Source: an optimization exercise on an open RTL-to-GDS flow (aim: small area). Production flows keep margins and buffers that such runs may drop.
In this exercise RTL edits were held to simulation tests only and were not proved equivalent to the original.
Power and IR drop assume default switching activity.

==> flow/design.v <==
module bb_aoi222 (
    input  wire [2:0] a,
    input  wire [2:0] s,
    output wire       y
);
    assign y = ~((a[0] & s[0]) | (a[1] & s[1]) | (a[2] & s[2]));
endmodule
module bb_nor2 (
    input  wire a,
    input  wire b,
    output wire y
);
    assign y = ~(a | b);
endmodule
module bb_aoi22 (
    input  wire [1:0] a,
    input  wire [1:0] s,
    output wire       y
);
    assign y = ~((a[0] & s[0]) | (a[1] & s[1]));
endmodule
module bb_nand2 (
    input  wire a,
    input  wire b,
    output wire y
);
    assign y = ~(a & b);
endmodule
module bitbang_core (
    input  wire        clk,
    input  wire        rst,           
    input  wire [10:0] host_addr,     
    input  wire        host_we,
    input  wire [31:0] host_wdata,
    input  wire        host_re,
    output reg  [31:0] host_rdata,    
    output wire        busy,
    output wire        ev_valid,
    output wire [1:0]  ev_kind,       
    output wire [2:0]  ev_role,
    output wire        ev_level,
    output wire [31:0] ev_dur,
    input  wire        ev_ack,
    input  wire        ev_fault,
    input  wire [7:0]  ev_info,
    input  wire        ev_rlevel
);
    localparam [29:0] TICKS = 30'd1000000000;
    localparam [3:0] OP_XLATE = 4'h1, OP_SPI_INIT = 4'h2, OP_SPI_FREE = 4'h3,
                     OP_SPI_XFER = 4'h4, OP_I2C_INIT = 4'h5, OP_I2C_FREE = 4'h6,
                     OP_I2C_WRITE = 4'h7, OP_I2C_READ = 4'h8, OP_I2C_WRRD = 4'h9,
                     OP_SER_INIT = 4'hA, OP_SER_FREE = 4'hB, OP_SER_WRITE = 4'hC,
                     OP_SER_READ = 4'hD;
    localparam [2:0] R_SCK = 3'd0, R_MOSI = 3'd1, R_MISO = 3'd2, R_SCL = 3'd3,
                     R_SDA = 3'd4, R_TX = 3'd5, R_RX = 3'd6;
    localparam [1:0] K_WRITE = 2'd0, K_READ = 2'd1, K_DELAY = 2'd2;
    localparam [2:0] E_OK = 3'd0, E_PIN = 3'd1, E_NACK = 3'd2, E_PARITY = 3'd3,
                     E_FRAME = 3'd4, E_CONFIG = 3'd5, E_ILLEGAL = 3'd6;
    localparam [2:0] PH_START1 = 3'd0, PH_START2 = 3'd1, PH_ADDR1 = 3'd2,
                     PH_ADDR2 = 3'd3, PH_WDATA = 3'd4, PH_RDATA = 3'd5,
                     PH_STOP = 3'd6, PH_FSTOP = 3'd7;
    reg        st_busy, st_done;
    reg [2:0]  st_err;
    reg        spi_valid, i2c_valid, ser_valid;
    reg [11:0] pinerr;               
    reg        po_sck, po_mosi, po_scl, po_sda, po_tx;
    reg [31:0] xl_rate;
    reg [29:0] xl_delay;
    reg [2:0]  spi_cfg;              
    reg [31:0] spi_rate;
    reg [28:0] spi_delay;
    reg [31:0] i2c_rate;
    reg [28:0] i2c_delay;
    reg [5:0]  ser_cfg;              
    reg [31:0] ser_rate;
    reg [29:0] ser_tbit;
    reg [7:0]  ser_rxdata;
    reg        dvp;                  
    reg [3:0]  op;
    reg [6:0]  addr7;                
    reg [7:0]  cnta, cntb;           
    reg [7:0]  bidx;                 
    reg [7:0]  sh;                   
    reg [2:0]  s;                    
    reg [3:0]  k;                    
    reg [2:0]  ph;                   
    reg        pacc;                 
    reg        stop2n;               
    reg        epin;                 
    reg        mwr, mrd;             
    reg [29:0] rem;                  
    wire [29:0] q = {cnta, cntb, sh, addr7[6:1]};
    reg        dph;                  
    reg        dbl;                  
    assign busy = st_busy;
    wire        dv_full  = (op == OP_SER_INIT) | ((op == OP_XLATE) & addr7[0]);
    reg [28:0] ser_thalf;
    reg [29:0] dv_res;               
    function [29:0] inc30(input [29:0] x, input cin, input skip);
        integer i;
        reg c, g;
        begin
            g = cin;
            c = cin;
            for (i = 0; i < 30; i = i + 1) begin
                if (skip && i == 15) begin
                    g = g & (&x[14:0]);
                    c = g;
                end
                inc30[i] = x[i] ^ c;
                c = x[i] & c;
            end
        end
    endfunction
    always @(*) begin
        ser_thalf = inc30({1'b0, ser_tbit[29:1]}, ser_tbit[0], 1'b1);
        dv_res    = inc30({q[29] & dv_full, q[28:0]}, rem != 30'd0, 1'b0);
    end
    wire       spi_cpha  = spi_cfg[0];
    wire       spi_cpol  = spi_cfg[1];
    wire       spi_lsbf  = spi_cfg[2];
    wire [1:0] ser_dbits = ser_cfg[1:0];
    wire       ser_pen   = ser_cfg[2];
    wire       ser_podd  = ser_cfg[3];
    wire       ser_stop2 = ser_cfg[4];
    wire       ser_msbf  = ser_cfg[5];
    wire [3:0] ser_n     = 4'd5 + {2'b00, ser_dbits};
    wire       f_spi  = (op == OP_SPI_XFER);
    wire       f_i2c  = (op == OP_I2C_WRITE) | (op == OP_I2C_READ) | (op == OP_I2C_WRRD);
    wire       f_tx   = (op == OP_SER_WRITE);
    wire       f_rx   = (op == OP_SER_READ);
    wire       f_ser  = f_tx | f_rx;
    wire       f_init = ~f_spi & ~f_i2c & ~f_ser;    
    wire       c_start = (k == 4'd0);
    wire       c_data  = ~c_start & (k <= ser_n);
    wire       c_par   = ser_pen & (k == ser_n + 4'd1);
    wire       c_stop  = ~c_start & ~c_data & ~c_par;
    wire       c_last  = c_stop & (stop2n | ~ser_stop2);
    wire       lsbf    = f_spi ? spi_lsbf : (f_ser & ~ser_msbf);
    wire [2:0] topb    = f_ser ? {1'b1, ser_dbits} : 3'd7;
    wire       sh_out  = lsbf ? sh[0] : sh[topb];
    function [7:0] shifted(input [7:0] v, input din);
        integer j;
        begin
            if (!lsbf) shifted = {v[6:0], din};
            else begin
                for (j = 0; j < 8; j = j + 1)
                    shifted[j] = (j == topb) ? din : ((j == 7) ? 1'b0 : v[(j + 1) % 8]);
            end
        end
    endfunction
    reg        e_valid;
    reg [1:0]  e_kind;
    reg [2:0]  e_role;
    reg        e_level;
    reg        i2c_last_step;
    wire [1:0] i2c_proc = (ph[2:1] == 2'b00) ? 2'd0 :           
                          (ph[2:1] == 2'b11) ? 2'd3 :           
                          (((ph == PH_RDATA) ^ (k == 4'd8)) ? 2'd2 : 2'd1);   
    always @(*) begin
        e_valid = 1'b1;
        e_kind  = K_WRITE;
        e_role  = R_SCK;
        e_level = 1'b1;
        i2c_last_step = 1'b0;
        if (f_spi) begin
            case ({spi_cpha, s})
                4'b0_000: begin e_role = R_MOSI; e_level = sh_out; end
                4'b0_001: e_kind = K_DELAY;
                4'b0_010: begin e_role = R_SCK; e_level = ~spi_cpol; end
                4'b0_011: begin e_kind = K_READ; e_role = R_MISO; end
                4'b0_100: e_kind = K_DELAY;
                4'b0_101: begin e_role = R_SCK; e_level = spi_cpol; end
                4'b1_000: begin e_role = R_SCK; e_level = ~spi_cpol; end
                4'b1_001: begin e_role = R_MOSI; e_level = sh_out; end
                4'b1_010: e_kind = K_DELAY;
                4'b1_011: begin e_role = R_SCK; e_level = spi_cpol; end
                4'b1_100: begin e_kind = K_READ; e_role = R_MISO; end
                default:  e_kind = K_DELAY;
            endcase
        end else if (f_i2c) begin
            case (i2c_proc)
                2'd0: case (s)    
                    3'd0: e_role = R_SDA;
                    3'd1: e_kind = K_DELAY;
                    3'd2: e_role = R_SCL;
                    3'd3: begin e_kind = K_READ; e_role = R_SCL; end
                    3'd4: e_kind = K_DELAY;
                    3'd5: begin e_role = R_SDA; e_level = 1'b0; end
                    3'd6: e_kind = K_DELAY;
                    default: begin e_role = R_SCL; e_level = 1'b0; i2c_last_step = 1'b1; end
                endcase
                2'd1: case (s)    
                    3'd0: begin
                        e_role = R_SDA;
                        e_level = (ph == PH_RDATA) ? (cntb == 8'd1) : sh[7];
                    end
                    3'd1: e_kind = K_DELAY;
                    3'd2: e_role = R_SCL;
                    3'd3: begin e_kind = K_READ; e_role = R_SCL; end
                    3'd4: e_kind = K_DELAY;
                    default: begin e_role = R_SCL; e_level = 1'b0; i2c_last_step = 1'b1; end
                endcase
                2'd2: case (s)    
                    3'd0: e_role = R_SDA;
                    3'd1: e_kind = K_DELAY;
                    3'd2: e_role = R_SCL;
                    3'd3: begin e_kind = K_READ; e_role = R_SCL; end
                    3'd4: e_kind = K_DELAY;
                    3'd5: begin e_kind = K_READ; e_role = R_SDA; end
                    default: begin e_role = R_SCL; e_level = 1'b0; i2c_last_step = 1'b1; end
                endcase
                default: case (s)    
                    3'd0: begin e_role = R_SCL; e_level = 1'b0; end
                    3'd1: begin e_role = R_SDA; e_level = 1'b0; end
                    3'd2: e_kind = K_DELAY;
                    3'd3: e_role = R_SCL;
                    3'd4: begin e_kind = K_READ; e_role = R_SCL; end
                    3'd5: e_kind = K_DELAY;
                    3'd6: e_role = R_SDA;
                    default: begin e_kind = K_DELAY; i2c_last_step = 1'b1; end
                endcase
            endcase
        end else if (f_tx) begin
            if (s == 3'd0) begin
                e_role = R_TX;
                if (c_start)     e_level = 1'b0;
                else if (c_data) e_level = sh_out;
                else if (c_par)  e_level = pacc ^ ser_podd;
            end else
                e_kind = K_DELAY;
        end else if (f_rx) begin
            if (s == 3'd0 || s == 3'd3) begin
                e_kind = K_READ; e_role = R_RX;
            end else
                e_kind = K_DELAY;
        end else begin
            e_valid = (op != OP_XLATE);
            case (op)
                OP_SPI_INIT: e_level = spi_cpol;
                OP_I2C_INIT: e_role = (s == 3'd0) ? R_SCL : R_SDA;
                default:     e_role = R_TX;
            endcase
        end
        if (!st_busy || dvp || mwr || mrd)
            e_valid = 1'b0;
    end
    assign ev_valid = e_valid;
    assign ev_kind  = e_kind;
    assign ev_role  = e_role;
    assign ev_level = e_level;
    assign ev_dur   = {2'b00, f_spi ? {1'b0, spi_delay} :
                              f_i2c ? {1'b0, i2c_delay} :
                              (f_rx && s == 3'd1) ? {1'b0, ser_thalf} : ser_tbit};
    wire ev_done = e_valid & ev_ack;
    wire ev_bad  = ev_done & ev_fault & (e_kind != K_DELAY);
    wire ev_good = ev_done & ~ev_bad;
    wire ev_wr   = (e_kind == K_WRITE);
    wire        dv_dbit  = TICKS[5'd29 - bidx[4:0]];
    wire [29:0] dv_sh    = {rem[28:0], dv_dbit};
    reg  [30:0] dv_rate;
    always @(*) begin
        case (op)
            OP_SPI_INIT: dv_rate = spi_rate[30:0];
            OP_I2C_INIT: dv_rate = i2c_rate[30:0];
            OP_SER_INIT: dv_rate = ser_rate[30:0];
            default:     dv_rate = xl_rate[30:0];
        endcase
    end
    reg  [29:0] dv_diff;
    reg         dv_fits, dv_blo;
    always @(*) begin : dvsub
        integer i;
        reg b;
        b = 1'b0;
        for (i = 0; i < 30; i = i + 1) begin
            if (i == 15) begin
                dv_blo = b;
                b = dbl;
            end
            dv_diff[i] = dv_sh[i] ^ dv_rate[i] ^ b;
            b = (~dv_sh[i] & dv_rate[i]) | (~(dv_sh[i] ^ dv_rate[i]) & b);
        end
        dv_fits = ~(b | dv_rate[30]);
    end
    wire        dv_last  = (bidx[4:0] == {4'b1110, dv_full});
    wire        aligned  = (host_addr[1:0] == 2'b00);
    wire        hw       = host_we & aligned & ~st_busy;
    wire        hw_cmd   = hw & (host_addr == 11'h000);
    wire [3:0]  c_op     = host_wdata[3:0];
    wire [7:0]  c_lena   = host_wdata[23:16];
    wire [7:0]  c_lenb   = host_wdata[31:24];
    reg         c_illegal, c_rate_bad;
    wire        xl_bad   = xl_rate[31]  | (xl_rate  == 32'd0);
    wire        spi_bad  = spi_rate[31] | (spi_rate == 32'd0);
    wire        i2c_bad  = i2c_rate[31] | (i2c_rate == 32'd0);
    wire        ser_bad  = ser_rate[31] | (ser_rate == 32'd0);
    always @(*) begin
        case (c_op)
            OP_XLATE:     c_illegal = 1'b0;
            OP_SPI_INIT:  c_illegal = spi_valid;
            OP_SPI_FREE,
            OP_SPI_XFER:  c_illegal = ~spi_valid;
            OP_I2C_INIT:  c_illegal = i2c_valid;
            OP_I2C_FREE,
            OP_I2C_WRITE,
            OP_I2C_READ:  c_illegal = ~i2c_valid;
            OP_I2C_WRRD:  c_illegal = ~i2c_valid | (({1'b0, c_lena} + {1'b0, c_lenb}) > 9'd256);
            OP_SER_INIT:  c_illegal = ser_valid;
            OP_SER_FREE,
            OP_SER_WRITE,
            OP_SER_READ:  c_illegal = ~ser_valid;
            default:      c_illegal = 1'b1;
        endcase
        case (c_op)
            OP_SPI_INIT:  c_rate_bad = spi_bad;
            OP_I2C_INIT:  c_rate_bad = i2c_bad;
            OP_SER_INIT:  c_rate_bad = ser_bad;
            default:      c_rate_bad = xl_bad;
        endcase
    end
    wire        host_bufrd = host_re & host_addr[10];
    wire        port_seq   = st_busy & ~host_bufrd;
    wire [7:0]  b_idx      = port_seq ? bidx : host_addr[9:2];
    wire        b_we       = (hw & host_addr[10]) | (port_seq & mwr);
    reg  [7:0]  b_rd;
    wire [7:0]  b_wd       = rst ? 8'd0 : (~b_we ? b_rd : (st_busy ? sh : host_wdata[7:0]));
    reg  [15:0] b_pa_n, b_pb_n;
    always @(*) begin : pdec
        integer i;
        for (i = 0; i < 16; i = i + 1) begin
            b_pa_n[i] = ~(rst | (b_idx[3:0] == i[3:0]));
            b_pb_n[i] = ~(rst | (b_idx[7:4] == i[3:0]));
        end
    end
    wire [255:0] b_sel;
    wire [2047:0] b_flat;
    genvar gi, gb;
    generate
        for (gi = 0; gi < 256; gi = gi + 1) begin : g_buf
            reg [7:0] m;
            always @(posedge clk)
                if (b_sel[gi])
                    m <= b_wd;
            assign b_flat[gi*8 +: 8] = m;
        end
        for (gi = 0; gi < 256; gi = gi + 1) begin : g_dec
            bb_nor2 u_d (.a(b_pa_n[gi % 16]), .b(b_pb_n[gi / 16]), .y(b_sel[gi]));
        end
        for (gb = 0; gb < 8; gb = gb + 1) begin : g_rd
            wire [85:0] y;
            for (gi = 0; gi < 85; gi = gi + 1) begin : g_t
                bb_aoi222 u_t (
                    .a({b_flat[(3*gi+2)*8+gb], b_flat[(3*gi+1)*8+gb], b_flat[(3*gi)*8+gb]}),
                    .s(b_sel[3*gi+2:3*gi]),
                    .y(y[gi]));
            end
            assign y[85] = ~(b_flat[255*8+gb] & b_sel[255]);
            always @(*) b_rd[gb] = ~&y;
        end
    endgenerate
    wire        rd_reg = aligned & ~rst & (host_addr[10:7] == 4'd0);
    wire        rs_st  = rd_reg & (host_addr[6:2] == 5'h01);
    wire        rs_pe  = rd_reg & (host_addr[6:2] == 5'h02);
    wire        rs_po  = rd_reg & (host_addr[6:2] == 5'h03);
    wire        rs_xr  = rd_reg & (host_addr[6:2] == 5'h04);
    wire        rs_xd  = rd_reg & (host_addr[6:2] == 5'h05);
    wire        rs_sc  = rd_reg & (host_addr[6:2] == 5'h08);
    wire        rs_sr  = rd_reg & (host_addr[6:2] == 5'h09);
    wire        rs_sd  = rd_reg & (host_addr[6:2] == 5'h0A);
    wire        rs_ir  = rd_reg & (host_addr[6:2] == 5'h0C);
    wire        rs_id  = rd_reg & (host_addr[6:2] == 5'h0D);
    wire        rs_ec  = rd_reg & (host_addr[6:2] == 5'h10);
    wire        rs_er  = rd_reg & (host_addr[6:2] == 5'h11);
    wire        rs_et  = rd_reg & (host_addr[6:2] == 5'h12);
    wire        rs_eh  = rd_reg & (host_addr[6:2] == 5'h13);
    wire        rs_rx  = rd_reg & (host_addr[6:2] == 5'h14);
    wire        rs_bf  = aligned & ~rst & host_addr[10];
    wire [31:0] rd_val;
    wire rdt0_0, rdt0_1, rdt0_2, rdt0_3, rdt0_4, rdt0_5;
    bb_aoi222 u_rdt0_0 (.a({po_sck, pinerr[0], st_busy}), .s({rs_po, rs_pe, rs_st}), .y(rdt0_0));
    bb_aoi222 u_rdt0_1 (.a({spi_cfg[0], xl_delay[0], xl_rate[0]}), .s({rs_sc, rs_xd, rs_xr}), .y(rdt0_1));
    bb_aoi222 u_rdt0_2 (.a({i2c_rate[0], spi_delay[0], spi_rate[0]}), .s({rs_ir, rs_sd, rs_sr}), .y(rdt0_2));
    bb_aoi222 u_rdt0_3 (.a({ser_rate[0], ser_cfg[0], i2c_delay[0]}), .s({rs_er, rs_ec, rs_id}), .y(rdt0_3));
    bb_aoi222 u_rdt0_4 (.a({ser_rxdata[0], ser_thalf[0], ser_tbit[0]}), .s({rs_rx, rs_eh, rs_et}), .y(rdt0_4));
    bb_nand2 u_rdt0_5 (.a(b_rd[0]), .b(rs_bf), .y(rdt0_5));
    assign rd_val[0] = ~&{rdt0_0, rdt0_1, rdt0_2, rdt0_3, rdt0_4, rdt0_5};
    wire rdt1_0, rdt1_1, rdt1_2, rdt1_3, rdt1_4, rdt1_5;
    bb_aoi222 u_rdt1_0 (.a({po_mosi, pinerr[1], st_done}), .s({rs_po, rs_pe, rs_st}), .y(rdt1_0));
    bb_aoi222 u_rdt1_1 (.a({spi_cfg[1], xl_delay[1], xl_rate[1]}), .s({rs_sc, rs_xd, rs_xr}), .y(rdt1_1));
    bb_aoi222 u_rdt1_2 (.a({i2c_rate[1], spi_delay[1], spi_rate[1]}), .s({rs_ir, rs_sd, rs_sr}), .y(rdt1_2));
    bb_aoi222 u_rdt1_3 (.a({ser_rate[1], ser_cfg[1], i2c_delay[1]}), .s({rs_er, rs_ec, rs_id}), .y(rdt1_3));
    bb_aoi222 u_rdt1_4 (.a({ser_rxdata[1], ser_thalf[1], ser_tbit[1]}), .s({rs_rx, rs_eh, rs_et}), .y(rdt1_4));
    bb_nand2 u_rdt1_5 (.a(b_rd[1]), .b(rs_bf), .y(rdt1_5));
    assign rd_val[1] = ~&{rdt1_0, rdt1_1, rdt1_2, rdt1_3, rdt1_4, rdt1_5};
    wire rdt2_0, rdt2_1, rdt2_2, rdt2_3, rdt2_4;
    bb_aoi222 u_rdt2_0 (.a({xl_delay[2], xl_rate[2], pinerr[2]}), .s({rs_xd, rs_xr, rs_pe}), .y(rdt2_0));
    bb_aoi222 u_rdt2_1 (.a({spi_delay[2], spi_rate[2], spi_cfg[2]}), .s({rs_sd, rs_sr, rs_sc}), .y(rdt2_1));
    bb_aoi222 u_rdt2_2 (.a({ser_cfg[2], i2c_delay[2], i2c_rate[2]}), .s({rs_ec, rs_id, rs_ir}), .y(rdt2_2));
    bb_aoi222 u_rdt2_3 (.a({ser_thalf[2], ser_tbit[2], ser_rate[2]}), .s({rs_eh, rs_et, rs_er}), .y(rdt2_3));
    bb_aoi22 u_rdt2_4 (.a({b_rd[2], ser_rxdata[2]}), .s({rs_bf, rs_rx}), .y(rdt2_4));
    assign rd_val[2] = ~&{rdt2_0, rdt2_1, rdt2_2, rdt2_3, rdt2_4};
    wire rdt3_0, rdt3_1, rdt3_2, rdt3_3, rdt3_4;
    bb_aoi222 u_rdt3_0 (.a({xl_rate[3], po_scl, pinerr[3]}), .s({rs_xr, rs_po, rs_pe}), .y(rdt3_0));
    bb_aoi222 u_rdt3_1 (.a({spi_delay[3], spi_rate[3], xl_delay[3]}), .s({rs_sd, rs_sr, rs_xd}), .y(rdt3_1));
    bb_aoi222 u_rdt3_2 (.a({ser_cfg[3], i2c_delay[3], i2c_rate[3]}), .s({rs_ec, rs_id, rs_ir}), .y(rdt3_2));
    bb_aoi222 u_rdt3_3 (.a({ser_thalf[3], ser_tbit[3], ser_rate[3]}), .s({rs_eh, rs_et, rs_er}), .y(rdt3_3));
    bb_aoi22 u_rdt3_4 (.a({b_rd[3], ser_rxdata[3]}), .s({rs_bf, rs_rx}), .y(rdt3_4));
    assign rd_val[3] = ~&{rdt3_0, rdt3_1, rdt3_2, rdt3_3, rdt3_4};
    wire rdt4_0, rdt4_1, rdt4_2, rdt4_3, rdt4_4;
    bb_aoi222 u_rdt4_0 (.a({xl_rate[4], po_sda, st_err[0]}), .s({rs_xr, rs_po, rs_st}), .y(rdt4_0));
    bb_aoi222 u_rdt4_1 (.a({spi_delay[4], spi_rate[4], xl_delay[4]}), .s({rs_sd, rs_sr, rs_xd}), .y(rdt4_1));
    bb_aoi222 u_rdt4_2 (.a({ser_cfg[4], i2c_delay[4], i2c_rate[4]}), .s({rs_ec, rs_id, rs_ir}), .y(rdt4_2));
    bb_aoi222 u_rdt4_3 (.a({ser_thalf[4], ser_tbit[4], ser_rate[4]}), .s({rs_eh, rs_et, rs_er}), .y(rdt4_3));
    bb_aoi22 u_rdt4_4 (.a({b_rd[4], ser_rxdata[4]}), .s({rs_bf, rs_rx}), .y(rdt4_4));
    assign rd_val[4] = ~&{rdt4_0, rdt4_1, rdt4_2, rdt4_3, rdt4_4};
    wire rdt5_0, rdt5_1, rdt5_2, rdt5_3, rdt5_4;
    bb_aoi222 u_rdt5_0 (.a({xl_rate[5], po_tx, st_err[1]}), .s({rs_xr, rs_po, rs_st}), .y(rdt5_0));
    bb_aoi222 u_rdt5_1 (.a({spi_delay[5], spi_rate[5], xl_delay[5]}), .s({rs_sd, rs_sr, rs_xd}), .y(rdt5_1));
    bb_aoi222 u_rdt5_2 (.a({ser_cfg[5], i2c_delay[5], i2c_rate[5]}), .s({rs_ec, rs_id, rs_ir}), .y(rdt5_2));
    bb_aoi222 u_rdt5_3 (.a({ser_thalf[5], ser_tbit[5], ser_rate[5]}), .s({rs_eh, rs_et, rs_er}), .y(rdt5_3));
    bb_aoi22 u_rdt5_4 (.a({b_rd[5], ser_rxdata[5]}), .s({rs_bf, rs_rx}), .y(rdt5_4));
    assign rd_val[5] = ~&{rdt5_0, rdt5_1, rdt5_2, rdt5_3, rdt5_4};
    wire rdt6_0, rdt6_1, rdt6_2, rdt6_3;
    bb_aoi222 u_rdt6_0 (.a({xl_delay[6], xl_rate[6], st_err[2]}), .s({rs_xd, rs_xr, rs_st}), .y(rdt6_0));
    bb_aoi222 u_rdt6_1 (.a({i2c_rate[6], spi_delay[6], spi_rate[6]}), .s({rs_ir, rs_sd, rs_sr}), .y(rdt6_1));
    bb_aoi222 u_rdt6_2 (.a({ser_tbit[6], ser_rate[6], i2c_delay[6]}), .s({rs_et, rs_er, rs_id}), .y(rdt6_2));
    bb_aoi222 u_rdt6_3 (.a({b_rd[6], ser_rxdata[6], ser_thalf[6]}), .s({rs_bf, rs_rx, rs_eh}), .y(rdt6_3));
    assign rd_val[6] = ~&{rdt6_0, rdt6_1, rdt6_2, rdt6_3};
    wire rdt7_0, rdt7_1, rdt7_2, rdt7_3;
    bb_aoi222 u_rdt7_0 (.a({spi_rate[7], xl_delay[7], xl_rate[7]}), .s({rs_sr, rs_xd, rs_xr}), .y(rdt7_0));
    bb_aoi222 u_rdt7_1 (.a({i2c_delay[7], i2c_rate[7], spi_delay[7]}), .s({rs_id, rs_ir, rs_sd}), .y(rdt7_1));
    bb_aoi222 u_rdt7_2 (.a({ser_thalf[7], ser_tbit[7], ser_rate[7]}), .s({rs_eh, rs_et, rs_er}), .y(rdt7_2));
    bb_aoi22 u_rdt7_3 (.a({b_rd[7], ser_rxdata[7]}), .s({rs_bf, rs_rx}), .y(rdt7_3));
    assign rd_val[7] = ~&{rdt7_0, rdt7_1, rdt7_2, rdt7_3};
    wire rdt8_0, rdt8_1, rdt8_2, rdt8_3;
    bb_aoi222 u_rdt8_0 (.a({xl_rate[8], pinerr[4], spi_valid}), .s({rs_xr, rs_pe, rs_st}), .y(rdt8_0));
    bb_aoi222 u_rdt8_1 (.a({spi_delay[8], spi_rate[8], xl_delay[8]}), .s({rs_sd, rs_sr, rs_xd}), .y(rdt8_1));
    bb_aoi222 u_rdt8_2 (.a({ser_rate[8], i2c_delay[8], i2c_rate[8]}), .s({rs_er, rs_id, rs_ir}), .y(rdt8_2));
    bb_aoi22 u_rdt8_3 (.a({ser_thalf[8], ser_tbit[8]}), .s({rs_eh, rs_et}), .y(rdt8_3));
    assign rd_val[8] = ~&{rdt8_0, rdt8_1, rdt8_2, rdt8_3};
    wire rdt9_0, rdt9_1, rdt9_2, rdt9_3;
    bb_aoi222 u_rdt9_0 (.a({xl_rate[9], pinerr[5], i2c_valid}), .s({rs_xr, rs_pe, rs_st}), .y(rdt9_0));
    bb_aoi222 u_rdt9_1 (.a({spi_delay[9], spi_rate[9], xl_delay[9]}), .s({rs_sd, rs_sr, rs_xd}), .y(rdt9_1));
    bb_aoi222 u_rdt9_2 (.a({ser_rate[9], i2c_delay[9], i2c_rate[9]}), .s({rs_er, rs_id, rs_ir}), .y(rdt9_2));
    bb_aoi22 u_rdt9_3 (.a({ser_thalf[9], ser_tbit[9]}), .s({rs_eh, rs_et}), .y(rdt9_3));
    assign rd_val[9] = ~&{rdt9_0, rdt9_1, rdt9_2, rdt9_3};
    wire rdt10_0, rdt10_1, rdt10_2, rdt10_3;
    bb_aoi222 u_rdt10_0 (.a({xl_rate[10], pinerr[6], ser_valid}), .s({rs_xr, rs_pe, rs_st}), .y(rdt10_0));
    bb_aoi222 u_rdt10_1 (.a({spi_delay[10], spi_rate[10], xl_delay[10]}), .s({rs_sd, rs_sr, rs_xd}), .y(rdt10_1));
    bb_aoi222 u_rdt10_2 (.a({ser_rate[10], i2c_delay[10], i2c_rate[10]}), .s({rs_er, rs_id, rs_ir}), .y(rdt10_2));
    bb_aoi22 u_rdt10_3 (.a({ser_thalf[10], ser_tbit[10]}), .s({rs_eh, rs_et}), .y(rdt10_3));
    assign rd_val[10] = ~&{rdt10_0, rdt10_1, rdt10_2, rdt10_3};
    wire rdt11_0, rdt11_1, rdt11_2, rdt11_3;
    bb_aoi222 u_rdt11_0 (.a({xl_delay[11], xl_rate[11], pinerr[7]}), .s({rs_xd, rs_xr, rs_pe}), .y(rdt11_0));
    bb_aoi222 u_rdt11_1 (.a({i2c_rate[11], spi_delay[11], spi_rate[11]}), .s({rs_ir, rs_sd, rs_sr}), .y(rdt11_1));
    bb_aoi222 u_rdt11_2 (.a({ser_tbit[11], ser_rate[11], i2c_delay[11]}), .s({rs_et, rs_er, rs_id}), .y(rdt11_2));
    bb_nand2 u_rdt11_3 (.a(ser_thalf[11]), .b(rs_eh), .y(rdt11_3));
    assign rd_val[11] = ~&{rdt11_0, rdt11_1, rdt11_2, rdt11_3};
    wire rdt12_0, rdt12_1, rdt12_2, rdt12_3;
    bb_aoi222 u_rdt12_0 (.a({xl_delay[12], xl_rate[12], pinerr[8]}), .s({rs_xd, rs_xr, rs_pe}), .y(rdt12_0));
    bb_aoi222 u_rdt12_1 (.a({i2c_rate[12], spi_delay[12], spi_rate[12]}), .s({rs_ir, rs_sd, rs_sr}), .y(rdt12_1));
    bb_aoi222 u_rdt12_2 (.a({ser_tbit[12], ser_rate[12], i2c_delay[12]}), .s({rs_et, rs_er, rs_id}), .y(rdt12_2));
    bb_nand2 u_rdt12_3 (.a(ser_thalf[12]), .b(rs_eh), .y(rdt12_3));
    assign rd_val[12] = ~&{rdt12_0, rdt12_1, rdt12_2, rdt12_3};
    wire rdt13_0, rdt13_1, rdt13_2, rdt13_3;
    bb_aoi222 u_rdt13_0 (.a({xl_delay[13], xl_rate[13], pinerr[9]}), .s({rs_xd, rs_xr, rs_pe}), .y(rdt13_0));
    bb_aoi222 u_rdt13_1 (.a({i2c_rate[13], spi_delay[13], spi_rate[13]}), .s({rs_ir, rs_sd, rs_sr}), .y(rdt13_1));
    bb_aoi222 u_rdt13_2 (.a({ser_tbit[13], ser_rate[13], i2c_delay[13]}), .s({rs_et, rs_er, rs_id}), .y(rdt13_2));
    bb_nand2 u_rdt13_3 (.a(ser_thalf[13]), .b(rs_eh), .y(rdt13_3));
    assign rd_val[13] = ~&{rdt13_0, rdt13_1, rdt13_2, rdt13_3};
    wire rdt14_0, rdt14_1, rdt14_2, rdt14_3;
    bb_aoi222 u_rdt14_0 (.a({xl_delay[14], xl_rate[14], pinerr[10]}), .s({rs_xd, rs_xr, rs_pe}), .y(rdt14_0));
    bb_aoi222 u_rdt14_1 (.a({i2c_rate[14], spi_delay[14], spi_rate[14]}), .s({rs_ir, rs_sd, rs_sr}), .y(rdt14_1));
    bb_aoi222 u_rdt14_2 (.a({ser_tbit[14], ser_rate[14], i2c_delay[14]}), .s({rs_et, rs_er, rs_id}), .y(rdt14_2));
    bb_nand2 u_rdt14_3 (.a(ser_thalf[14]), .b(rs_eh), .y(rdt14_3));
    assign rd_val[14] = ~&{rdt14_0, rdt14_1, rdt14_2, rdt14_3};
    wire rdt15_0, rdt15_1, rdt15_2, rdt15_3;
    bb_aoi222 u_rdt15_0 (.a({xl_delay[15], xl_rate[15], pinerr[11]}), .s({rs_xd, rs_xr, rs_pe}), .y(rdt15_0));
    bb_aoi222 u_rdt15_1 (.a({i2c_rate[15], spi_delay[15], spi_rate[15]}), .s({rs_ir, rs_sd, rs_sr}), .y(rdt15_1));
    bb_aoi222 u_rdt15_2 (.a({ser_tbit[15], ser_rate[15], i2c_delay[15]}), .s({rs_et, rs_er, rs_id}), .y(rdt15_2));
    bb_nand2 u_rdt15_3 (.a(ser_thalf[15]), .b(rs_eh), .y(rdt15_3));
    assign rd_val[15] = ~&{rdt15_0, rdt15_1, rdt15_2, rdt15_3};
    wire rdt16_0, rdt16_1, rdt16_2;
    bb_aoi222 u_rdt16_0 (.a({spi_rate[16], xl_delay[16], xl_rate[16]}), .s({rs_sr, rs_xd, rs_xr}), .y(rdt16_0));
    bb_aoi222 u_rdt16_1 (.a({i2c_delay[16], i2c_rate[16], spi_delay[16]}), .s({rs_id, rs_ir, rs_sd}), .y(rdt16_1));
    bb_aoi222 u_rdt16_2 (.a({ser_thalf[16], ser_tbit[16], ser_rate[16]}), .s({rs_eh, rs_et, rs_er}), .y(rdt16_2));
    assign rd_val[16] = ~&{rdt16_0, rdt16_1, rdt16_2};
    wire rdt17_0, rdt17_1, rdt17_2;
    bb_aoi222 u_rdt17_0 (.a({spi_rate[17], xl_delay[17], xl_rate[17]}), .s({rs_sr, rs_xd, rs_xr}), .y(rdt17_0));
    bb_aoi222 u_rdt17_1 (.a({i2c_delay[17], i2c_rate[17], spi_delay[17]}), .s({rs_id, rs_ir, rs_sd}), .y(rdt17_1));
    bb_aoi222 u_rdt17_2 (.a({ser_thalf[17], ser_tbit[17], ser_rate[17]}), .s({rs_eh, rs_et, rs_er}), .y(rdt17_2));
    assign rd_val[17] = ~&{rdt17_0, rdt17_1, rdt17_2};
    wire rdt18_0, rdt18_1, rdt18_2;
    bb_aoi222 u_rdt18_0 (.a({spi_rate[18], xl_delay[18], xl_rate[18]}), .s({rs_sr, rs_xd, rs_xr}), .y(rdt18_0));
    bb_aoi222 u_rdt18_1 (.a({i2c_delay[18], i2c_rate[18], spi_delay[18]}), .s({rs_id, rs_ir, rs_sd}), .y(rdt18_1));
    bb_aoi222 u_rdt18_2 (.a({ser_thalf[18], ser_tbit[18], ser_rate[18]}), .s({rs_eh, rs_et, rs_er}), .y(rdt18_2));
    assign rd_val[18] = ~&{rdt18_0, rdt18_1, rdt18_2};
    wire rdt19_0, rdt19_1, rdt19_2;
    bb_aoi222 u_rdt19_0 (.a({spi_rate[19], xl_delay[19], xl_rate[19]}), .s({rs_sr, rs_xd, rs_xr}), .y(rdt19_0));
    bb_aoi222 u_rdt19_1 (.a({i2c_delay[19], i2c_rate[19], spi_delay[19]}), .s({rs_id, rs_ir, rs_sd}), .y(rdt19_1));
    bb_aoi222 u_rdt19_2 (.a({ser_thalf[19], ser_tbit[19], ser_rate[19]}), .s({rs_eh, rs_et, rs_er}), .y(rdt19_2));
    assign rd_val[19] = ~&{rdt19_0, rdt19_1, rdt19_2};
    wire rdt20_0, rdt20_1, rdt20_2;
    bb_aoi222 u_rdt20_0 (.a({spi_rate[20], xl_delay[20], xl_rate[20]}), .s({rs_sr, rs_xd, rs_xr}), .y(rdt20_0));
    bb_aoi222 u_rdt20_1 (.a({i2c_delay[20], i2c_rate[20], spi_delay[20]}), .s({rs_id, rs_ir, rs_sd}), .y(rdt20_1));
    bb_aoi222 u_rdt20_2 (.a({ser_thalf[20], ser_tbit[20], ser_rate[20]}), .s({rs_eh, rs_et, rs_er}), .y(rdt20_2));
    assign rd_val[20] = ~&{rdt20_0, rdt20_1, rdt20_2};
    wire rdt21_0, rdt21_1, rdt21_2;
    bb_aoi222 u_rdt21_0 (.a({spi_rate[21], xl_delay[21], xl_rate[21]}), .s({rs_sr, rs_xd, rs_xr}), .y(rdt21_0));
    bb_aoi222 u_rdt21_1 (.a({i2c_delay[21], i2c_rate[21], spi_delay[21]}), .s({rs_id, rs_ir, rs_sd}), .y(rdt21_1));
    bb_aoi222 u_rdt21_2 (.a({ser_thalf[21], ser_tbit[21], ser_rate[21]}), .s({rs_eh, rs_et, rs_er}), .y(rdt21_2));
    assign rd_val[21] = ~&{rdt21_0, rdt21_1, rdt21_2};
    wire rdt22_0, rdt22_1, rdt22_2;
    bb_aoi222 u_rdt22_0 (.a({spi_rate[22], xl_delay[22], xl_rate[22]}), .s({rs_sr, rs_xd, rs_xr}), .y(rdt22_0));
    bb_aoi222 u_rdt22_1 (.a({i2c_delay[22], i2c_rate[22], spi_delay[22]}), .s({rs_id, rs_ir, rs_sd}), .y(rdt22_1));
    bb_aoi222 u_rdt22_2 (.a({ser_thalf[22], ser_tbit[22], ser_rate[22]}), .s({rs_eh, rs_et, rs_er}), .y(rdt22_2));
    assign rd_val[22] = ~&{rdt22_0, rdt22_1, rdt22_2};
    wire rdt23_0, rdt23_1, rdt23_2;
    bb_aoi222 u_rdt23_0 (.a({spi_rate[23], xl_delay[23], xl_rate[23]}), .s({rs_sr, rs_xd, rs_xr}), .y(rdt23_0));
    bb_aoi222 u_rdt23_1 (.a({i2c_delay[23], i2c_rate[23], spi_delay[23]}), .s({rs_id, rs_ir, rs_sd}), .y(rdt23_1));
    bb_aoi222 u_rdt23_2 (.a({ser_thalf[23], ser_tbit[23], ser_rate[23]}), .s({rs_eh, rs_et, rs_er}), .y(rdt23_2));
    assign rd_val[23] = ~&{rdt23_0, rdt23_1, rdt23_2};
    wire rdt24_0, rdt24_1, rdt24_2;
    bb_aoi222 u_rdt24_0 (.a({spi_rate[24], xl_delay[24], xl_rate[24]}), .s({rs_sr, rs_xd, rs_xr}), .y(rdt24_0));
    bb_aoi222 u_rdt24_1 (.a({i2c_delay[24], i2c_rate[24], spi_delay[24]}), .s({rs_id, rs_ir, rs_sd}), .y(rdt24_1));
    bb_aoi222 u_rdt24_2 (.a({ser_thalf[24], ser_tbit[24], ser_rate[24]}), .s({rs_eh, rs_et, rs_er}), .y(rdt24_2));
    assign rd_val[24] = ~&{rdt24_0, rdt24_1, rdt24_2};
    wire rdt25_0, rdt25_1, rdt25_2;
    bb_aoi222 u_rdt25_0 (.a({spi_rate[25], xl_delay[25], xl_rate[25]}), .s({rs_sr, rs_xd, rs_xr}), .y(rdt25_0));
    bb_aoi222 u_rdt25_1 (.a({i2c_delay[25], i2c_rate[25], spi_delay[25]}), .s({rs_id, rs_ir, rs_sd}), .y(rdt25_1));
    bb_aoi222 u_rdt25_2 (.a({ser_thalf[25], ser_tbit[25], ser_rate[25]}), .s({rs_eh, rs_et, rs_er}), .y(rdt25_2));
    assign rd_val[25] = ~&{rdt25_0, rdt25_1, rdt25_2};
    wire rdt26_0, rdt26_1, rdt26_2;
    bb_aoi222 u_rdt26_0 (.a({spi_rate[26], xl_delay[26], xl_rate[26]}), .s({rs_sr, rs_xd, rs_xr}), .y(rdt26_0));
    bb_aoi222 u_rdt26_1 (.a({i2c_delay[26], i2c_rate[26], spi_delay[26]}), .s({rs_id, rs_ir, rs_sd}), .y(rdt26_1));
    bb_aoi222 u_rdt26_2 (.a({ser_thalf[26], ser_tbit[26], ser_rate[26]}), .s({rs_eh, rs_et, rs_er}), .y(rdt26_2));
    assign rd_val[26] = ~&{rdt26_0, rdt26_1, rdt26_2};
    wire rdt27_0, rdt27_1, rdt27_2;
    bb_aoi222 u_rdt27_0 (.a({spi_rate[27], xl_delay[27], xl_rate[27]}), .s({rs_sr, rs_xd, rs_xr}), .y(rdt27_0));
    bb_aoi222 u_rdt27_1 (.a({i2c_delay[27], i2c_rate[27], spi_delay[27]}), .s({rs_id, rs_ir, rs_sd}), .y(rdt27_1));
    bb_aoi222 u_rdt27_2 (.a({ser_thalf[27], ser_tbit[27], ser_rate[27]}), .s({rs_eh, rs_et, rs_er}), .y(rdt27_2));
    assign rd_val[27] = ~&{rdt27_0, rdt27_1, rdt27_2};
    wire rdt28_0, rdt28_1, rdt28_2;
    bb_aoi222 u_rdt28_0 (.a({spi_rate[28], xl_delay[28], xl_rate[28]}), .s({rs_sr, rs_xd, rs_xr}), .y(rdt28_0));
    bb_aoi222 u_rdt28_1 (.a({i2c_delay[28], i2c_rate[28], spi_delay[28]}), .s({rs_id, rs_ir, rs_sd}), .y(rdt28_1));
    bb_aoi222 u_rdt28_2 (.a({ser_thalf[28], ser_tbit[28], ser_rate[28]}), .s({rs_eh, rs_et, rs_er}), .y(rdt28_2));
    assign rd_val[28] = ~&{rdt28_0, rdt28_1, rdt28_2};
    wire rdt29_0, rdt29_1;
    bb_aoi222 u_rdt29_0 (.a({spi_rate[29], xl_delay[29], xl_rate[29]}), .s({rs_sr, rs_xd, rs_xr}), .y(rdt29_0));
    bb_aoi222 u_rdt29_1 (.a({ser_tbit[29], ser_rate[29], i2c_rate[29]}), .s({rs_et, rs_er, rs_ir}), .y(rdt29_1));
    assign rd_val[29] = ~&{rdt29_0, rdt29_1};
    wire rdt30_0, rdt30_1;
    bb_aoi222 u_rdt30_0 (.a({i2c_rate[30], spi_rate[30], xl_rate[30]}), .s({rs_ir, rs_sr, rs_xr}), .y(rdt30_0));
    bb_nand2 u_rdt30_1 (.a(ser_rate[30]), .b(rs_er), .y(rdt30_1));
    assign rd_val[30] = ~&{rdt30_0, rdt30_1};
    wire rdt31_0, rdt31_1;
    bb_aoi222 u_rdt31_0 (.a({i2c_rate[31], spi_rate[31], xl_rate[31]}), .s({rs_ir, rs_sr, rs_xr}), .y(rdt31_0));
    bb_nand2 u_rdt31_1 (.a(ser_rate[31]), .b(rs_er), .y(rdt31_1));
    assign rd_val[31] = ~&{rdt31_0, rdt31_1};
    always @(posedge clk)
        if (rst | host_re)
            host_rdata <= rd_val;
    wire [31:0] hwd     = host_wdata & {32{~rst}};
    wire [29:0] dres    = dv_res & {30{~rst}};
    wire        w_xlr   = hw & (host_addr == 11'h010);
    wire        w_spic  = hw & (host_addr == 11'h020) & ~spi_valid;
    wire        w_spir  = hw & (host_addr == 11'h024) & ~spi_valid;
    wire        w_i2cr  = hw & (host_addr == 11'h030) & ~i2c_valid;
    wire        w_serc  = hw & (host_addr == 11'h040) & ~ser_valid;
    wire        w_serr  = hw & (host_addr == 11'h044) & ~ser_valid;
    wire        init_ok = st_busy & f_init & ~dvp &
                          ((op == OP_XLATE) | (ev_good & ~((op == OP_I2C_INIT) & (s == 3'd0))));
    always @(posedge clk) begin
        if (rst | w_xlr)  xl_rate  <= hwd;
        if (rst | w_spic) spi_cfg  <= hwd[2:0];
        if (rst | w_spir) spi_rate <= hwd;
        if (rst | w_i2cr) i2c_rate <= hwd;
        if (rst | w_serc) ser_cfg  <= {hwd[5:2], host_wdata[1:0] | {2{rst}}};
        if (rst | w_serr) ser_rate <= hwd;
        if (rst | (init_ok & (op == OP_XLATE)))    xl_delay  <= dres;
        if (rst | (init_ok & (op == OP_SPI_INIT))) spi_delay <= dres[28:0];
        if (rst | (init_ok & (op == OP_I2C_INIT))) i2c_delay <= dres[28:0];
        if (rst | (init_ok & (op == OP_SER_INIT))) ser_tbit  <= dres;
    end
    task finish(input [2:0] code);
        begin
            st_err  <= code;
            st_done <= 1'b1;
            st_busy <= 1'b0;
        end
    endtask
    task finish_pin(input [11:0] pin);
        begin
            finish(E_PIN);
            pinerr <= pin;
        end
    endtask
    wire [11:0] ev_pin = {ev_info, ev_wr, e_role};
    always @(posedge clk) begin
        if (rst) begin
            st_busy    <= 1'b0;
            st_done    <= 1'b0;
            st_err     <= 3'd0;
            spi_valid  <= 1'b0;
            i2c_valid  <= 1'b0;
            ser_valid  <= 1'b0;
            pinerr     <= 12'd0;
            po_sck     <= 1'b0;
            po_mosi    <= 1'b0;
            po_scl     <= 1'b1;
            po_sda     <= 1'b1;
            po_tx      <= 1'b1;
            ser_rxdata <= 8'd0;
        end else begin
            if (ev_good && ev_wr) begin
                case (e_role)
                    R_SCK:  po_sck  <= e_level;
                    R_MOSI: po_mosi <= e_level;
                    R_SCL:  po_scl  <= e_level;
                    R_SDA:  po_sda  <= e_level;
                    R_TX:   po_tx   <= e_level;
                    default: ;
                endcase
            end
            if (!st_busy) begin
                if (hw_cmd) begin
                    op      <= c_op;
                    addr7   <= host_wdata[10:4];
                    cnta    <= c_lena;
                    cntb    <= c_lenb;
                    st_done <= 1'b0;
                    st_err  <= 3'd0;
                    bidx    <= 8'd0;
                    s       <= 3'd0;
                    k       <= 4'd0;
                    ph      <= PH_START1;
                    sh      <= (c_op == OP_SER_READ) ? 8'd0 : c_lena;
                    pacc    <= 1'b0;
                    stop2n  <= 1'b0;
                    rem     <= 30'd0;
                    mwr     <= 1'b0;
                    mrd     <= (c_op == OP_SPI_XFER);
                    dph     <= 1'b0;
                    dvp     <= (c_op == OP_XLATE) | (c_op == OP_SPI_INIT) |
                               (c_op == OP_I2C_INIT) | (c_op == OP_SER_INIT);
                    if (c_illegal) begin
                        finish(E_ILLEGAL);
                    end else begin
                        case (c_op)
                            OP_XLATE, OP_SPI_INIT, OP_I2C_INIT, OP_SER_INIT: begin
                                if (c_rate_bad) finish(E_CONFIG);
                                else st_busy <= 1'b1;
                            end
                            OP_SPI_FREE: begin spi_valid <= 1'b0; finish(E_OK); end
                            OP_I2C_FREE: begin i2c_valid <= 1'b0; finish(E_OK); end
                            OP_SER_FREE: begin ser_valid <= 1'b0; finish(E_OK); end
                            OP_SPI_XFER: begin
                                if (c_lena == 8'd0) finish(E_OK);
                                else st_busy <= 1'b1;
                            end
                            default: st_busy <= 1'b1;    
                        endcase
                    end
                end
            end else if (mwr) begin
                if (port_seq) begin
                    mwr  <= 1'b0;
                    bidx <= bidx + 8'd1;
                    if (f_spi) begin
                        cnta <= cnta - 8'd1;
                        if (cnta == 8'd1) finish(E_OK);
                        else mrd <= 1'b1;
                    end else begin
                        cntb <= cntb - 8'd1;
                        if (cntb == 8'd1) ph <= PH_STOP;
                    end
                end
            end else if (mrd) begin
                if (port_seq) begin
                    mrd <= 1'b0;
                    sh  <= b_rd;
                end
            end else if (f_init) begin
                if (dvp) begin
                    dph <= ~dph;
                    dbl <= dv_blo;
                    if (dph) begin
                        bidx <= bidx + 8'd1;
                        rem  <= dv_fits ? dv_diff : dv_sh;
                        {cnta, cntb, sh, addr7[6:1]} <= {q[28:0], dv_fits};
                        if (dv_last) dvp <= 1'b0;
                    end
                end else if (op == OP_XLATE) begin
                    finish(E_OK);
                end else if (ev_done) begin
                    if (ev_bad) finish_pin(ev_pin);
                    else if (op == OP_I2C_INIT && s == 3'd0) s <= 3'd1;
                    else begin
                        finish(E_OK);
                        case (op)
                            OP_SPI_INIT: spi_valid <= 1'b1;
                            OP_I2C_INIT: i2c_valid <= 1'b1;
                            default:     ser_valid <= 1'b1;
                        endcase
                    end
                end
            end else if (f_spi) begin
                if (ev_done) begin
                    if (ev_bad) finish_pin(ev_pin);
                    else begin
                        if (s == (spi_cpha ? 3'd4 : 3'd3))
                            sh <= shifted(sh, ev_rlevel);
                        if (s != 3'd5) s <= s + 3'd1;
                        else begin
                            s <= 3'd0;
                            k <= {1'b0, k[2:0] + 3'd1};
                            if (k[2:0] == 3'd7) mwr <= 1'b1;
                        end
                    end
                end
            end else if (f_i2c) begin
                if (ev_done) begin
                    if (ev_bad) begin
                        if (ph == PH_FSTOP) begin
                            if (epin) finish_pin({sh, k});
                            else finish(E_NACK);
                        end else if (ph == PH_STOP)
                            finish_pin(ev_pin);
                        else begin
                            epin <= 1'b1;
                            sh   <= ev_info;
                            k    <= {ev_wr, e_role};
                            ph   <= PH_FSTOP;
                            s    <= 3'd0;
                        end
                    end else if (e_kind == K_READ && e_role == R_SCL && !ev_rlevel) begin
                    end else if (!i2c_last_step) begin
                        s <= s + 3'd1;
                        if ((i2c_proc == 2'd1 && s == 3'd0 && ph != PH_RDATA) ||
                            (i2c_proc == 2'd2 && s == 3'd5))
                            sh <= {sh[6:0], ev_rlevel};
                    end else begin
                        s <= 3'd0;
                        case (ph)
                            PH_START1, PH_START2: begin
                                ph <= (ph == PH_START1) ? PH_ADDR1 : PH_ADDR2;
                                sh <= {addr7, (ph == PH_START2) || (op == OP_I2C_READ)};
                                k  <= 4'd0;
                            end
                            PH_STOP: finish(E_OK);
                            PH_FSTOP: begin
                                if (epin) finish_pin({sh, k});
                                else finish(E_NACK);
                            end
                            PH_RDATA: begin
                                if (k != 4'd8) k <= k + 4'd1;
                                else begin
                                    k   <= 4'd0;
                                    mwr <= 1'b1;
                                end
                            end
                            default: begin   
                                if (k != 4'd8) k <= k + 4'd1;
                                else begin
                                    k <= 4'd0;
                                    if (sh[0]) begin
                                        epin <= 1'b0;
                                        ph   <= PH_FSTOP;
                                    end else if (ph == PH_ADDR2 || op == OP_I2C_READ) begin
                                        ph <= (cntb != 8'd0) ? PH_RDATA : PH_STOP;
                                    end else begin
                                        if (ph == PH_WDATA) begin
                                            bidx <= bidx + 8'd1;
                                            cnta <= cnta - 8'd1;
                                        end
                                        if ((ph == PH_WDATA) ? (cnta != 8'd1) : (cnta != 8'd0)) begin
                                            ph  <= PH_WDATA;
                                            mrd <= 1'b1;
                                        end else
                                            ph <= (op == OP_I2C_WRRD) ? PH_START2 : PH_STOP;
                                    end
                                end
                            end
                        endcase
                    end
                end
            end else if (f_tx) begin
                if (ev_done) begin
                    if (ev_bad) finish_pin(ev_pin);
                    else if (s == 3'd0) begin
                        s <= 3'd1;
                        if (c_data) begin
                            pacc <= pacc ^ sh_out;
                            sh   <= shifted(sh, 1'b0);
                        end
                    end else begin
                        s <= 3'd0;
                        if (c_last) finish(E_OK);
                        else if (c_stop) stop2n <= 1'b1;
                        else k <= k + 4'd1;
                    end
                end
            end else begin
                if (ev_done) begin
                    if (ev_bad) finish_pin(ev_pin);
                    else case (s)
                        3'd0: if (!ev_rlevel) s <= 3'd1;
                        3'd1: begin s <= 3'd2; k <= 4'd1; end
                        3'd2: s <= 3'd3;
                        default: begin
                            s <= 3'd2;
                            if (c_data) begin
                                sh   <= shifted(sh, ev_rlevel);
                                pacc <= pacc ^ ev_rlevel;
                                k    <= k + 4'd1;
                            end else if (c_par) begin
                                if (ev_rlevel != (pacc ^ ser_podd)) finish(E_PARITY);
                                else k <= k + 4'd1;
                            end else begin
                                if (!ev_rlevel) finish(E_FRAME);
                                else if (c_last) begin
                                    ser_rxdata <= sh;
                                    finish(E_OK);
                                end else stop2n <= 1'b1;
                            end
                        end
                    endcase
                end
            end
        end
    end
endmodule
==> flow/flow/run.sh <==
#!/bin/bash
# The standard layout (the standard.sh, unchanged synthesis), with two
# options passed to ORFS through its environment:
# - clock tree: clkbuf_16 sink clusters of at most 40 flip-flops within 60 um,
#   without the dummy loads CTS adds to balance the tree;
# - port buffers: sky130_fd_sc_hd__buf_1.
set -euo pipefail
export CTS_ARGS="-sink_clustering_enable -repair_clock_nets -sink_clustering_size 40 -sink_clustering_max_diameter 60 -buf_list sky130_fd_sc_hd__clkbuf_16 -dont_use_dummy_load"
export BUFFER_PORTS_ARGS="-buffer_cell sky130_fd_sc_hd__buf_1"
bash standard.sh > flow.log 2>&1
==> flow/standard.sh <==
#!/bin/bash
# synth_recipe.tcl (not shown) runs the flow's synth.tcl, then flattens the netlist and writes it again
# the make line also repeats each setting of config.mk as NAME=value (left out here)
make -C /OpenROAD-flow-scripts/flow DESIGN_CONFIG=/design/flow/config.mk WORK_HOME=/design/flow/orfs CLKGATE_MAP_FILE= SYNTH_SCRIPT=/design/flow/synth_recipe.tcl "${@:-finish}"
==> flow/config.mk <==
export PLATFORM = sky130hd
export DESIGN_NAME = bitbang_core
export DESIGN_NICKNAME = bitbang_core
export VERILOG_FILES = /design/flow/design.v
export SDC_FILE = /design/flow/constraint.sdc
export NUM_CORES = 8
export LEC_CHECK = 0
export CAP_MARGIN = 20
export CORE_MARGIN = 2
export CORE_UTILIZATION = 70
export PLACE_DENSITY = 0.8
export SLEW_MARGIN = 20
export SYNTH_HIERARCHICAL = 1
==> flow/constraint.sdc <==
create_clock -name core_clock -period 10.0 [get_ports {clk}]
set_input_delay 2.0000 -clock core_clock [delete_from_list [all_inputs] [get_ports {clk}]]
set_output_delay 2.0000 -clock core_clock [all_outputs]
set_load 0.01 [all_outputs]
==> results of run 1 <==
-- final cells by class --
type	count	area, um2
clock buffers	136	3403
diodes	3	7.507
inverters	55	206.4
flip-flops and latches	2459	73510
repair buffers	448	3088
multi-input cells	2776	21080
well taps	1768	2212
fillers	7307	30460
-- kinds of logic (layout without fill, tap and decap cells) --
kind of cell / after synthesis / after routing / synth area share, %
AO/OA/AOI/OAI: 1347 / 1347 / 12.32
XOR/XNOR: 19 / 19 / 0.1756
adder cells (fa/ha/maj): 125 / 125 / 1.888
buffers and inverters: 189 / 639 / 0.7897
flip-flops: 2459 / 2459 / 77.59
multiplexers: 78 / 78 / 0.8610
other: 1 / 5 / 0.003958
AND/OR/NAND/NOR: 1205 / 1205 / 6.377
-- registers in the layout (all words and copies together) (netlist names), 12 cells and up --
register	count
rem	30
spi_rate	32
xl_delay	30
i2c_delay	29
i2c_rate	32
spi_delay	29
ser_rate	32
ser_tbit	30
host_rdata	32
pinerr	12
g_buf.m	2048
xl_rate	32
-- through the flow --
| step | cell area [um2] | instances | utilization (%) |
|---|---|---|---|
| finish | 103500 | 7645 | 77.27 |
| global route | 103500 | 7642 | 77.26 |
| CTS | 103200 | 7636 | 77.07 |
| detailed placement | 99840 | 7500 | 74.53 |
| global placement | 99800 | 7499 | 74.50 |
| floorplan | 94830 | 5424 | - |
-- modules after synthesis (local to each module, per instance) --
module	copies in the design	flip-flops and latches	area, um2	cells inside
bb_aoi22	8	0	12.51	1
bb_aoi222	780	0	10.01	1
bb_nand2	9	0	3.754	1
bb_nor2	256	0	3.754	1
bitbang_core	1	2459	85840	4370
-- path summary, 6_finish.rpt --
check	to	slack [ns]	startpoint	depth (start not counted)
worst min register to register	st_done	0.49	st_done	2
worst max-delay path	rem[21]	0.74	op[0]	23
worst min-delay path	st_done	0.49	st_done	2
worst max register to register	rem[21]	0.74	op[0]	23
-- tightest hold or removal path, delay by kind of cell (launching register included) --
family | cells | cell delay [ns]
AOI/OAI and AO/OA | 1 | 0.05
DFF | 1 | 0.33
and+or+nand+nor | 1 | 0.07
-- cell usage after synthesis (5+ instances only) --
master	count	area share, %
edfxtp_1	2426	77
a222oi_1	810	8.6
nor2_1	409	1.6
nand4_1	206	1.4
nand2_1	205	0.81
a21oi_1	130	0.69
o21ai_0	122	0.64
clkbuf_1	108	0.43
ha_1	95	1.3
nor4_1	84	0.55
nor2b_1	76	0.50
nand3_1	61	0.32
inv_1	51	0.20
mux2i_1	50	0.53
a22oi_1	47	0.37
a211oi_1	42	0.33
dfxtp_1	33	0.70
nor3_1	32	0.17
fa_1	30	0.63
nand2b_1	30	0.20
mux2_2	28	0.33
a31oi_1	23	0.15
o211ai_1	19	0.15
o31ai_1	17	0.13
and3_1	15	0.099
a21o_1	13	0.10
buf_2	13	0.069
nand3b_1	13	0.10
o2bb2ai_1	12	0.11
or2_2	12	0.079
o21a_1	11	0.087
and2_1	10	0.066
xor2_1	10	0.092
buf_1	9	0.036
nor3b_1	9	0.071
xnor2_1	9	0.083
a221oi_1	8	0.074
a22oi_2	8	0.11
or3_1	8	0.053
o2111ai_1	6	0.055
a311oi_1	5	0.046
o221ai_1	5	0.046
o311ai_0	5	0.046
-- power breakdown --
part | total (mW) | switching [mW] | leakage, nW | internal (mW)
logic | 1.41 | 1.04 | 8.20 | 0.371
registers | 12.0 | 0.173 | 23.4 | 11.8
clock network | 5.39 | 2.97 | 1.68 | 2.42
total | 18.8 | 4.18 | 33.3 | 14.6
-- layer usage --
metal / wire length (um) / share of wire, % / GRT usage (%) / vias to the layer above
met2: 114700 / 45 / 54.56 / 4941
met4: 14490 / 5.7 / 17.41 / 16
met1: 89410 / 35 / 51.39 / 29340
met3: 33830 / 13 / 8.116 / 808
li1: - / - / - / 24580
met5: 147 / 0.058 / 0 / -
==> qor.csv, run 1 <==
stage,metric,value,unit
logic_synthesis,sequential cell area fraction in the yosys report,77.59,%
routing,routed vias/inst,7.807,
power,VDD IR-drop max,0.0002190,V
floorplanning,Site Rows,134,
logic_synthesis,area of the mapped netlist,94750,um2
routing,final routed DRC violation total,0,
cts,total CTS buffers,136,
final_layout,most frequent cells in the layout,"2426 x edfxtp_1, 810 x a222oi_1, 357 x nor2_1",
sta,Final period util,92.62,%
global_route,GRT Total Usage,36.28,%
logic_synthesis,"EDFF count, synth",2426,
final_layout,"commonest non-fill, non-tap cell in the layout",edfxtp_1,
floorplanning,die area,138300,um2
power,Pleak,33.29,nW
sta,final worst slack,0.7379,ns
global_route,grt ovf,0,
sta,setup violators final,0,
sta,count of final hold-check violations,0,
routing,routed via count,59690,
sta,unrepaired setup endpoints after global routing,false,
cts,Post-CTS Setup Inserts,0,
power,power after layout,18.80,mW
floorplanning,I/O pin count,130,
floorplanning,die width,371.9,um
global_route,initial antenna violation count,10,
final_layout,final net count,6059,
placed_design,number of port buffers,127,
critical_path,CP startpoint kind,flip-flop,
critical_path,CP Max Fanout,54,
critical_path,WP data required,10.59,ns
sta,setup tns final,0,ns
floorplanning,core area,134000,um2
routing,Antenna Nets Post-Route,0,
cts,Root Driver,clkbuf_16,
floorplanning,Die H,371.9,um
cts,CTS tree,done,
final_layout,area grow syn2layout,9.246,%
routing,initial DRC count,13360,
critical_path,slowest CP cell,edfxtp_1,
cts,number of H-tree levels,4,
sta,Hold Slack,0.4925,ns
placed_design,pre-CTS setup slack,0.9559,ns
critical_path,critical-path cell list,"nor2b_1, and3b_1, or3_1, buf_4, o21ai_0, fa_1, fa_1, fa_1, fa_1, fa_1, fa_1, fa_1, fa_1, fa_1, fa_1, fa_1, fa_1, fa_1, fa_1, nand4_1, buf_4, nand2_1, a21oi_1",
critical_path,"slowest stage delay, CP",0.73,ns
logic_synthesis,async set or reset register ratio after synthesis,0,%
logic_synthesis,count of different cell masters after synthesis,96,
sta,Final min period,9.262,ns
global_route,vias in the first global route,55510,
cts,CTS Hold Buffers Added,0,
cts,clk latency of the worst-skew pair,0.83,ns
cts,Num Clock Sinks,2459,
critical_path,CP top delay family,adder cells,
logic_synthesis,Synth Flop Type,edfxtp_1,
cts,post-CTS sizing,0,
sta,Fmax,108.0,MHz
critical_path,critical path endpoint category,flip-flop,
floorplanning,Initial Util,70.73,%
critical_path,CP bufs+invs,2,
sta,max-slew violations,0,
logic_synthesis,Cells after Synth,5423,
cts,clock-pin slew on the worst setup and hold paths,0.09,ns
job,max-cap violations,0,
sta,Slew HR,10.10,%
global_route,first-pass GRT wire length,367000,um
routing,DRT Wirelength,252600,um
routing,first-pass detailed-route iteration total,15,
logic_synthesis,Synth Area per Inst,17.47,um2
placed_design,DP HPWL,157500,um
final_layout,share of cells above drive strength 1,10.79,%
critical_path,Crit Path Class,reg -> reg,
cts,CTS Buffer Depth,3,
critical_path,Crit path arrival time,9.85,ns
logic_synthesis,Yosys warnings,7,
routing,WL per Instance,33.04,um
worst_hold_path,HP Class,reg -> reg,
placed_design,RD Place Congestion,1.074,
critical_path,most used cell along the critical path,fa_1,
power,Cell Pwr Density,181.7,nW/um2
logic_synthesis,"flops & latches, synth",2459,
status,status,"complete, no violations",
sta,worst slew pin tran,1.338,ns
global_route,largest net degree at the start of global routing,257,
sta,Fin Clk Skew,0.07561,ns
==> run 2: changes to the inputs <==
--- a/flow/design.v
+++ b/flow/design.v
@@ -6,10 +6,10 @@
     assign y = ~((a[0] & s[0]) | (a[1] & s[1]) | (a[2] & s[2]));
 endmodule
-module bb_nor2 (
+module bb_and2 (
     input  wire a,
     input  wire b,
     output wire y
 );
-    assign y = ~(a | b);
+    assign y = a & b;
 endmodule
 module bb_aoi22 (
@@ -326,10 +326,10 @@
     reg  [7:0]  b_rd;
     wire [7:0]  b_wd       = rst ? 8'd0 : (~b_we ? b_rd : (st_busy ? sh : host_wdata[7:0]));
-    reg  [15:0] b_pa_n, b_pb_n;
+    reg  [15:0] b_pa, b_pb;
     always @(*) begin : pdec
         integer i;
         for (i = 0; i < 16; i = i + 1) begin
-            b_pa_n[i] = ~(rst | (b_idx[3:0] == i[3:0]));
-            b_pb_n[i] = ~(rst | (b_idx[7:4] == i[3:0]));
+            b_pa[i] = rst | (b_idx[3:0] == i[3:0]);
+            b_pb[i] = rst | (b_idx[7:4] == i[3:0]);
         end
     end
@@ -346,5 +346,5 @@
         end
         for (gi = 0; gi < 256; gi = gi + 1) begin : g_dec
-            bb_nor2 u_d (.a(b_pa_n[gi % 16]), .b(b_pb_n[gi / 16]), .y(b_sel[gi]));
+            bb_and2 u_d (.a(b_pa[gi % 16]), .b(b_pb[gi / 16]), .y(b_sel[gi]));
         end
         for (gb = 0; gb < 8; gb = gb + 1) begin : g_rd
==> flow/flow/run.sh (replaced) <==
#!/bin/bash
# The standard layout (the standard.sh, unchanged synthesis), with two
# options passed to ORFS through its environment:
# - clock tree: clkbuf_16 sink clusters of at most 30 flip-flops within 50 um,
#   without the dummy loads CTS adds to balance the tree;
# - port buffers: sky130_fd_sc_hd__buf_1.
set -euo pipefail
export CTS_ARGS="-sink_clustering_enable -repair_clock_nets -sink_clustering_size 30 -sink_clustering_max_diameter 50 -buf_list sky130_fd_sc_hd__clkbuf_16 -dont_use_dummy_load"
export BUFFER_PORTS_ARGS="-buffer_cell sky130_fd_sc_hd__buf_1"
bash standard.sh > flow.log 2>&1
==> qor.csv, run 2 <==
stage,metric,value,unit,change
routing,DRT met1 WL,89530,um,+0.14%
final_layout,area grow syn2layout,7.763,%,
sta,worst slew pin tran,1.143,ns,-0.1949 ns
sta,Fin Clk Skew,0.08664,ns,+0.01103 ns
sta,setup violators final,0,,unchanged
placed_design,RD Place Congestion,1.007,,-6.2%
final_layout,"commonest non-fill, non-tap cell in the layout",edfxtp_1,,
job,max-cap violations,0,,unchanged
logic_synthesis,sequential cell area fraction in the yosys report,76.99,%,-0.60 points
worst_hold_path,HP Class,reg -> reg,,
cts,total CTS buffers,160,,+18%
floorplanning,core area,135500,um2,+1.1%
floorplanning,die width,373.3,um,+0.38%
critical_path,Crit Path Class,reg -> reg,,
critical_path,CP startpoint kind,flip-flop,,
status,status,"complete, no violations",,
sta,Final min period,9.094,ns,-0.1682 ns
cts,clk latency of the worst-skew pair,0.83,ns,about the same
final_layout,number of flip-flops under the largest register name,2048,,unchanged
final_layout,final net count,5903,,-2.6%
logic_synthesis,Synth Area per Inst,17.48,um2,about the same
sta,Slew HR,22.98,%,+13 points
logic_synthesis,Synth area leaders,"edfxtp_1 76%, a222oi_1 8.5%, and2_1 1.7%, nand4_1 1.4%, ha_1 1.2%",,
cts,clock-pin slew on the worst setup and hold paths,0.07,ns,-0.02 ns
logic_synthesis,leading area contributor after synthesis,edfxtp_1,,
worst_hold_path,Worst Hold Path Cells,2,,unchanged
final_layout,Largest Register,g_buf.m,,
critical_path,Crit path arrival time,9.73,ns,-0.12 ns
logic_synthesis,"top cells by count, synth","2426 x edfxtp_1, 810 x a222oi_1, 288 x nand2_1",,
logic_synthesis,Synth Flop Type,edfxtp_1,,
sta,unrepaired setup endpoints after global routing,false,,
critical_path,R2R depth,25,,+8.7%
placed_design,number of port buffers,127,,unchanged
cts,CTS tree,done,,
final_layout,share of cells above drive strength 1,6.104,%,-4.7 points
critical_path,critical path endpoint category,flip-flop,,
critical_path,r2r setup slk,0.91,ns,+0.17 ns
worst_hold_path,Hold Path Sink,po_scl,,
sta,Final period util,90.94,%,-1.7 points
global_route,GRT Total Usage,35.17,%,-1.1 points
routing,initial DRC count,13070,,-2.1%
routing,routed via count,58940,,-1.2%
sta,Hold Slack,0.5236,ns,+0.03119 ns
logic_synthesis,count of different cell masters after synthesis,93,,-3.1%
final_layout,Final Cell Area,102900,um2,-0.59%
critical_path,WP data required,10.64,ns,+0.05 ns
critical_path,Worst R2R End,rem[9],,
cts,post-CTS sizing,0,,unchanged
global_route,initial antenna violation count,30,,+20
run 2: cell types whose count changed in the layout (fill, tap and decap cells not counted), moves of 24 or more:
cell,delta
nor2_1,-229
nand2_1,+82
and2_1,+254
clkbuf_16,+24
buf_4,-219
nor2_2,-39
run 2: cell type report:
| type | instances | area, um2 | share of cell area (%) |
|---|---|---|---|
| diodes | 19 | 47.55 | 0.04621 |
| repair buffers | 226 | 1381 | 1.342 |
| well taps | 1781 | 2228 | 2.166 |
| inverters | 57 | 214.0 | 0.2079 |
| flip-flops and latches | 2459 | 73510 | 71.44 |
| clock buffers | 160 | 4004 | 3.891 |
| multi-input cells | 2816 | 21510 | 20.90 |
run 2: per-stage QoR:
stage | std cells | total power [mW] | worst slack (ns) | setup TNS (ns) | utilization [%]
floorplan | 5464 | 12.92 | -0.9568 | -244.95 | -
global placement | 7334 | 13.41 | 1.171 | 0 | 72.87
detailed placement | 7335 | 13.48 | 1.003 | 0 | 72.88
CTS | 7495 | 19.15 | 0.9923 | 0 | 75.83
global route | 7509 | 19.60 | 0.6049 | 0 | 75.94
finish | 7518 | 19.18 | 0.9061 | 0 | 75.96
run 2: per-layer routing:
metal / up-vias / GRT usage [%]
met5: - / 0
met2: 4537 / 53.09
met4: 10 / 16.60
met3: 689 / 7.236
met1: 29400 / 50.24
li1: 24310 / -
run 2: critical path, cell delays in order, from the launching register on:
cell and delay [ns]:
edfxtp_1 0.71, nor3b_2 0.30, buf_4 0.21, or3_1 0.42, buf_4 0.25, a21oi_1 0.22
fa_1 0.21, inv_1 0.05, fa_1 0.37, fa_1 0.39, fa_1 0.39, fa_1 0.39
fa_1 0.38, fa_1 0.39, fa_1 0.39, fa_1 0.39, fa_1 0.39, fa_1 0.39
fa_1 0.43, fa_1 0.42, fa_1 0.40, fa_1 0.39, nand4_1 0.50, buf_4 0.33
nand2_1 0.07, a21oi_1 0.17
run 2: worst max path at each step:
stage	startpoint	to	slack (ns)	depth (start not counted)
floorplan	host_re	g_buf[0].m[6]	-0.96	13
global placement	op[2]	rem[29]	1.17	25
detailed placement	op[2]	rem[9]	1.00	25
CTS	op[2]	rem[9]	0.99	25
global route	op[2]	rem[3]	0.60	25
finish	op[2]	rem[9]	0.91	25
run 2: kinds of logic after synthesis:
logic type	count (synthesis)	synth area share, %
buffers and inverters	189	0.7797
adders and majority gates	125	1.874
AOI/OAI and AO/OA	1296	11.91
other	1	0.003927
xor gates and xnor gates	19	0.1743
DFF	2459	76.99
and+or+nand+nor	1293	7.397
muxes	81	0.8688
run 2: where the power goes:
group          internal [mW]  switching [mW]
Combinational          0.304           0.985
Sequential              11.8           0.162
Clock                   2.83            3.06
Total                   15.0            4.21
run 2: Yosys stat by module (local to each module, per instance):
module	cell area [um2]	flip-flops and latches	copies in the design
bb_nand2	3.754	0	9
bb_aoi22	12.51	0	8
bb_and2	6.256	0	256
bb_aoi222	10.01	0	780
bitbang_core	85940	2459	1

Re-timed with assumed drivers on the ports (clkbuf_16 on the clock, buf_2 on other inputs), run 2 has 0.906 ns of setup slack against 0.906 ns with ideal ports, and 0.906 ns once port delays also move by the mid clock arrival of 0.873 ns.
